This is an optimization exercise on Yosys and OpenROAD, whose aim is small area, a short achievable clock period and few clock cycles, not a production implementation. Only simulation tests tie the RTL to the original design; equivalence was not proved. Power and IR drop assume default switching activity.

red:
Design trb_render, start of the top module:
module trb_render (
    input  wire        clk,
    input  wire        rst,           
    input  wire        start,         
    input  wire [31:0] xscroll,       
    input  wire [31:0] yscroll,       
    input  wire        transp,        
    input  wire        sheet_valid,
    input  wire [31:0] sheet_dim,     
    output wire        busy,
    output reg         done,
    output wire        err,
    output wire [3:0]  errcode,
    output reg         tile_rd,
    output wire [11:0] tile_addr,
    input  wire [33:0] tile_rdata,    
    output reg         idx_rd,
    output reg  [11:0] idx_addr,
    input  wire [1:0]  idx_rdata,
    output reg         fb_we,
    output reg  [9:0]  fb_addr,
    output reg  [7:0]  fb_wdata
);
Size: ~440 cells after synthesis, about 130 flip-flops, roughly 190 I/O pins, about 0.0055 sq mm of cells after synthesis.
==> flow/config.mk <==
export PLATFORM = sky130hd
export DESIGN_NAME = trb_render
export DESIGN_NICKNAME = trb_render
export VERILOG_FILES = /design/flow/design.v
export SDC_FILE = /design/flow/constraint.sdc
export NUM_CORES = 4
export LEC_CHECK = 0
export CAP_MARGIN = 20
export CORE_MARGIN = 2
export CORE_UTILIZATION = 40
export SLEW_MARGIN = 20
==> flow/constraint.sdc <==
create_clock -name core_clock -period 10.0 [get_ports {clk}]
set_input_delay 2.0000 -clock core_clock [delete_from_list [all_inputs] [get_ports {clk}]]
set_output_delay 2.0000 -clock core_clock [all_outputs]
set_load 0.01 [all_outputs]
standard.sh (not shown) runs the stock make flow with config.mk's settings and CLKGATE_MAP_FILE= SYNTH_SCRIPT=/design/flow/synth_recipe.tcl, a recipe that flattens the netlist after the stock synthesis.
==> flow/flow/run.sh <==
#!/bin/bash
set -euo pipefail
export BUFFER_PORTS_ARGS="-buffer_cell sky130_fd_sc_hd__buf_1"
export SETUP_SLACK_MARGIN=7.05
export CTS_ARGS="-sink_clustering_enable -repair_clock_nets -dont_use_dummy_load -buf_list {sky130_fd_sc_hd__clkbuf_4 sky130_fd_sc_hd__clkbuf_8}"
bash standard.sh > standard.log 2>&1
Testbench counts of red, summed over its fixed seeds: cycles 62,952.
Edits applied to the flow inputs when going from red to blue:
==> flow/flow/run.sh <==
#!/bin/bash
set -euo pipefail
export BUFFER_PORTS_ARGS="-buffer_cell sky130_fd_sc_hd__buf_1"
export SETUP_SLACK_MARGIN=6.95
export CTS_ARGS="-sink_clustering_enable -repair_clock_nets -dont_use_dummy_load -buf_list {sky130_fd_sc_hd__clkbuf_4 sky130_fd_sc_hd__clkbuf_8}"
bash standard.sh > standard.log 2>&1
--- outcome ---
[blue] post-layout minimum cycle time fell 45 ps relative to red
Compared with red, blue shows a lower ratio of final minimum period to clock period.
Clock input transition at the sequential cells of the worst setup and hold paths delta (red -> blue): insignificant
blue vs red, instance count: blue lower
As far as area after detailed placement is concerned, red and blue perform about the same.
red -> blue: number of maximum-capacitance violations delta 0, exact match
[blue vs red] fraction of power spent switching nets: lower in blue
Changes observed in blue relative to red: number of global-route vias before repair was more or less identical; flip-flop and latch area went down; combinational cell fraction of total power lost 1.1 points.
Input changes introduced in green (baseline for comparison: blue):
==> flow/flow/run.sh <==
#!/bin/bash
set -euo pipefail
export BUFFER_PORTS_ARGS="-buffer_cell sky130_fd_sc_hd__buf_1"
export SETUP_SLACK_MARGIN=6.95
export CTS_ARGS="-sink_clustering_enable -repair_clock_nets -dont_use_dummy_load -sink_clustering_size 40 -sink_clustering_max_diameter 300 -sink_clustering_levels 1 -buf_list {sky130_fd_sc_hd__clkbuf_4 sky130_fd_sc_hd__clkbuf_8}"
bash standard.sh > standard.log 2>&1
==> comparison <==
Worst ir drop on vdd of blue is on par with green. blue -> green: number of placed I/O pins delta 0, exact match. The minimum setup slack after placement was comparable across blue and green. Final worst-path cycle share came out exactly the same in blue and green. green vs. blue: total number of clock tree sinks held, non-clock buffer share of cell area held, detailed-routed wire length on met3 held, final critical-path setup slack held.
For orange, these inputs were changed with respect to green:
==> flow/flow/run.sh <==
#!/bin/bash
set -euo pipefail
export BUFFER_PORTS_ARGS="-buffer_cell sky130_fd_sc_hd__buf_1"
export SETUP_SLACK_MARGIN=6.90
export CTS_ARGS="-sink_clustering_enable -repair_clock_nets -dont_use_dummy_load -buf_list {sky130_fd_sc_hd__clkbuf_4 sky130_fd_sc_hd__clkbuf_8}"
bash standard.sh > standard.log 2>&1
--- outcome ---
Status | orange and green | clean
Compare orange and green | fraction of met1 tracks used by global routing lower: green
orange vs green, combinational power went down by about 2%.
From green to orange the numbers moved as follows: aggregate routed wire length now sits lower, overall power of the completed layout has decreased, number of distinct library cells after synthesis stayed essentially flat.
Fmax went down slightly going from green to orange.
Min final standard cell utilization of the core across orange and green: orange
Relative to green, maximum vdd ir drop increased by 3.2% in orange.
Status: post-layout instance count excluding filler cells parity (orange, green)
On orange: post-layout minimum cycle time is 45 ps higher than what green gave.
## Diff of input files: purple against orange
# orange
export LEC_CHECK = 0
export CAP_MARGIN = 20
export CORE_MARGIN = 2
export CORE_UTILIZATION = 40
export SLEW_MARGIN = 20
create_clock -name core_clock -period 10.0 [get_ports {clk}]
# purple
export LEC_CHECK = 0
export CAP_MARGIN = 20
export CORE_MARGIN = 2
export CORE_UTILIZATION = 40
export PLACE_DENSITY = 0.75
export SLEW_MARGIN = 20
create_clock -name core_clock -period 10.0 [get_ports {clk}]
==> flow/flow/run.sh <==
#!/bin/bash
set -euo pipefail
export BUFFER_PORTS_ARGS="-buffer_cell sky130_fd_sc_hd__buf_1"
export SETUP_SLACK_MARGIN=6.95
export CTS_ARGS="-sink_clustering_enable -repair_clock_nets -dont_use_dummy_load -buf_list {sky130_fd_sc_hd__clkbuf_4 sky130_fd_sc_hd__clkbuf_8}"
bash standard.sh > standard.log 2>&1
Notes after the runs:
Higher global-route track usage on met3 was reported by orange, not purple.
Going from orange to purple, net total in the final layout grows by 3.
Against orange, worst slack at placement in purple came out better.
purple vs. orange: height of the chip saw little to no change; share of the core filled with cells shows an increase of 0.38 points; worst hold slack after final layout shows an increase of 3.8 ps; area of the mapped netlist roughly the same.
In the flow results for purple and orange, the delay contributed by the slowest stage of the critical path is smaller on orange.
Of purple and orange, the higher via count belongs to purple.
Looking at clock period minus final worst setup slack, purple sits 38 ps lower than orange does.

---

## cedar
trb_render, a different RTL version from the one above (not shown whole).
Size: roughly 440 cells after synthesis, roughly 130 flip-flops, about 190 I/O pins.
export LEC_CHECK = 0
export CAP_MARGIN = 20
export CORE_MARGIN = 2
export CORE_UTILIZATION = 40
export CTS_BUF_LIST = sky130_fd_sc_hd__clkbuf_4 sky130_fd_sc_hd__clkbuf_8
export SLEW_MARGIN = 20
create_clock -name core_clock -period 10.0 [get_ports {clk}]
==> flow/flow/run.sh <==
#!/bin/bash
set -euo pipefail
export BUFFER_PORTS_ARGS="-buffer_cell sky130_fd_sc_hd__buf_1"
export SETUP_SLACK_MARGIN=6.90
bash standard.sh > standard.log 2>&1
Testbench counts of cedar, summed over its fixed seeds: cycles 62,952.
The following lists how nickel was set up differently from cedar:
- CTS_BUF_LIST: sky130_fd_sc_hd__clkbuf_4 sky130_fd_sc_hd__clkbuf_8 -> unset
==> flow/flow/run.sh <==
#!/bin/bash
set -euo pipefail
export BUFFER_PORTS_ARGS="-buffer_cell sky130_fd_sc_hd__buf_1"
export SETUP_SLACK_MARGIN=6.95
export CTS_ARGS="-sink_clustering_enable -repair_clock_nets -sink_clustering_size 30 -sink_clustering_max_diameter 100 -sink_buffer_max_cap_derate 0.5 -buf_list sky130_fd_sc_hd__clkbuf_4\ sky130_fd_sc_hd__clkbuf_8"
bash standard.sh > standard.log 2>&1
### Flow results
- [nickel vs cedar] worst endpoint data arrival time: higher in nickel
- Side by side, final core area utilization turned out higher in nickel than in cedar.
- The peak supply drop in nickel sits about 4% above the value recorded for cedar.
- nickel vs cedar: non-clock buffer count up
- Compared to cedar, nickel reaches a lower achievable clock.
- nickel: done, clean on timing, DRC and antenna
- Route | nickel vs cedar | wire longer in nickel
- The run showing the greater multi-input gate share of total cell area is cedar.
- nickel: worst setup slack after layout 0.12 ns below cedar
- cedar -> nickel: final cell area excluding filler cells increased by a few percent
Setup changes, nickel to garnet
- CTS_BUF_LIST newly set to sky130_fd_sc_hd__clkbuf_8 sky130_fd_sc_hd__clkbuf_16
- CTS_CLUSTER_SIZE newly set to 40
- CTS_CLUSTER_DIAMETER newly set to 200
==> flow/flow/run.sh <==
#!/bin/bash
set -euo pipefail
export BUFFER_PORTS_ARGS="-buffer_cell sky130_fd_sc_hd__buf_1"
export SETUP_SLACK_MARGIN=6.95
bash standard.sh > standard.log 2>&1
==> notes.md <==
garnet vs nickel, highest clock frequency the design can meet went up by 5.9%.
Looking at startpoint of the most critical setup path, the err_r$_DFFE_PP_ result is from nickel; the ty[3]$_DFFE_PP_ one comes from garnet.
Against nickel, garnet comes in 60 lower on number of vias after detailed routing.
Going from nickel to garnet, the total power was found to have gone up by 8.4%.
Final instance count without filler cells (lower): garnet
Input-level comparison between lagoon and garnet:
- a change of CTS_BUF_LIST from sky130_fd_sc_hd__clkbuf_8 sky130_fd_sc_hd__clkbuf_16 to sky130_fd_sc_hd__clkbuf_4 sky130_fd_sc_hd__clkbuf_8
- a change of CTS_CLUSTER_DIAMETER from 200 to 100
- a change of CTS_CLUSTER_SIZE from 40 to 30
[summary]
- Compared with garnet, in lagoon post-layout instance area shows a reduction of about 2%; buffers inserted during post-CTS setup optimization shows an increase of 6.
- The final reports for lagoon and garnet show data arrival time of the worst path higher in the former.
- lagoon vs garnet, share of cells above drive strength 1 went up by 2.4 points.
- From garnet to lagoon the numbers moved as follows: final worst setup slack fell 0.028 ns; cell count increased by 4 relative to the old numbers; wire length per cell barely changed.
Changes in xenon relative to lagoon:
- a deleted CTS_CLUSTER_DIAMETER that had been 100
- a deleted CTS_CLUSTER_SIZE that had been 30
Findings:
lagoon reached the end of the flow, and the finished layout is clean on the timing, DRC and antenna checks. xenon went all the way through synthesis, placement and routing and the layout is clean on timing, DRC and antenna. Diff lagoon..xenon | placeable core region | unchanged. The core utilization of the finished layout was comparable across xenon and lagoon. First-pass GRT wire length of xenon is on par with lagoon. The hold buffer count at cts of xenon and that of lagoon are within noise of each other.

==> what the ideal ports hide <==
How much do the figures lean on ideal ports? The routed layouts below were timed once more, with nothing changed but the port constraints.
Step 1: set_driving_cell puts a clkbuf_16 on clk and a buf_2 on each other input, an assumption about the parent block.
Step 2, shift: input delay + t, output delay - t, t = (earliest + latest rising clock arrival at the registers) / 2. This alone moves slack from input paths to output paths.
Slacks: ideal ports / drivers / drivers and shift; pairs: ideal ports / drivers.
run	shift t [ns]	setup slack, ns	worst setup path after step 2	slew at the worst register clock pin (ns)	worst slew at a driven data input, ns
red	0.461	6.977 / 6.940 / 6.705	input to register	0.07 / 0.07	0.05
blue	0.451	7.023 / 6.986 / 6.658	input to register	0.07 / 0.07	0.05
green	0.451	7.023 / 6.986 / 6.658	input to register	0.07 / 0.07	0.05
orange	0.443	6.977 / 6.951 / 6.542	input to register	0.07 / 0.07	0.05
purple	0.450	7.015 / 6.982 / 6.669	input to register	0.07 / 0.07	0.06
cedar	0.476	6.940 / 6.904 / 6.573	input to register	0.08 / 0.08	0.07
nickel	0.619	6.815 / 6.780 / 6.538	input to register	0.08 / 0.08	0.06
garnet	0.454	6.992 / 6.951 / 6.703	input to register	0.06 / 0.06	0.07
lagoon	0.476	6.965 / 6.928 / 6.572	input to register	0.08 / 0.08	0.07
xenon	0.476	6.965 / 6.928 / 6.572	input to register	0.08 / 0.08	0.07
After both steps setup and hold are still met in every run listed. For orange, which loses most, drivers alone change the setup slack by -0.026 ns; drivers and shift together by -0.435 ns.
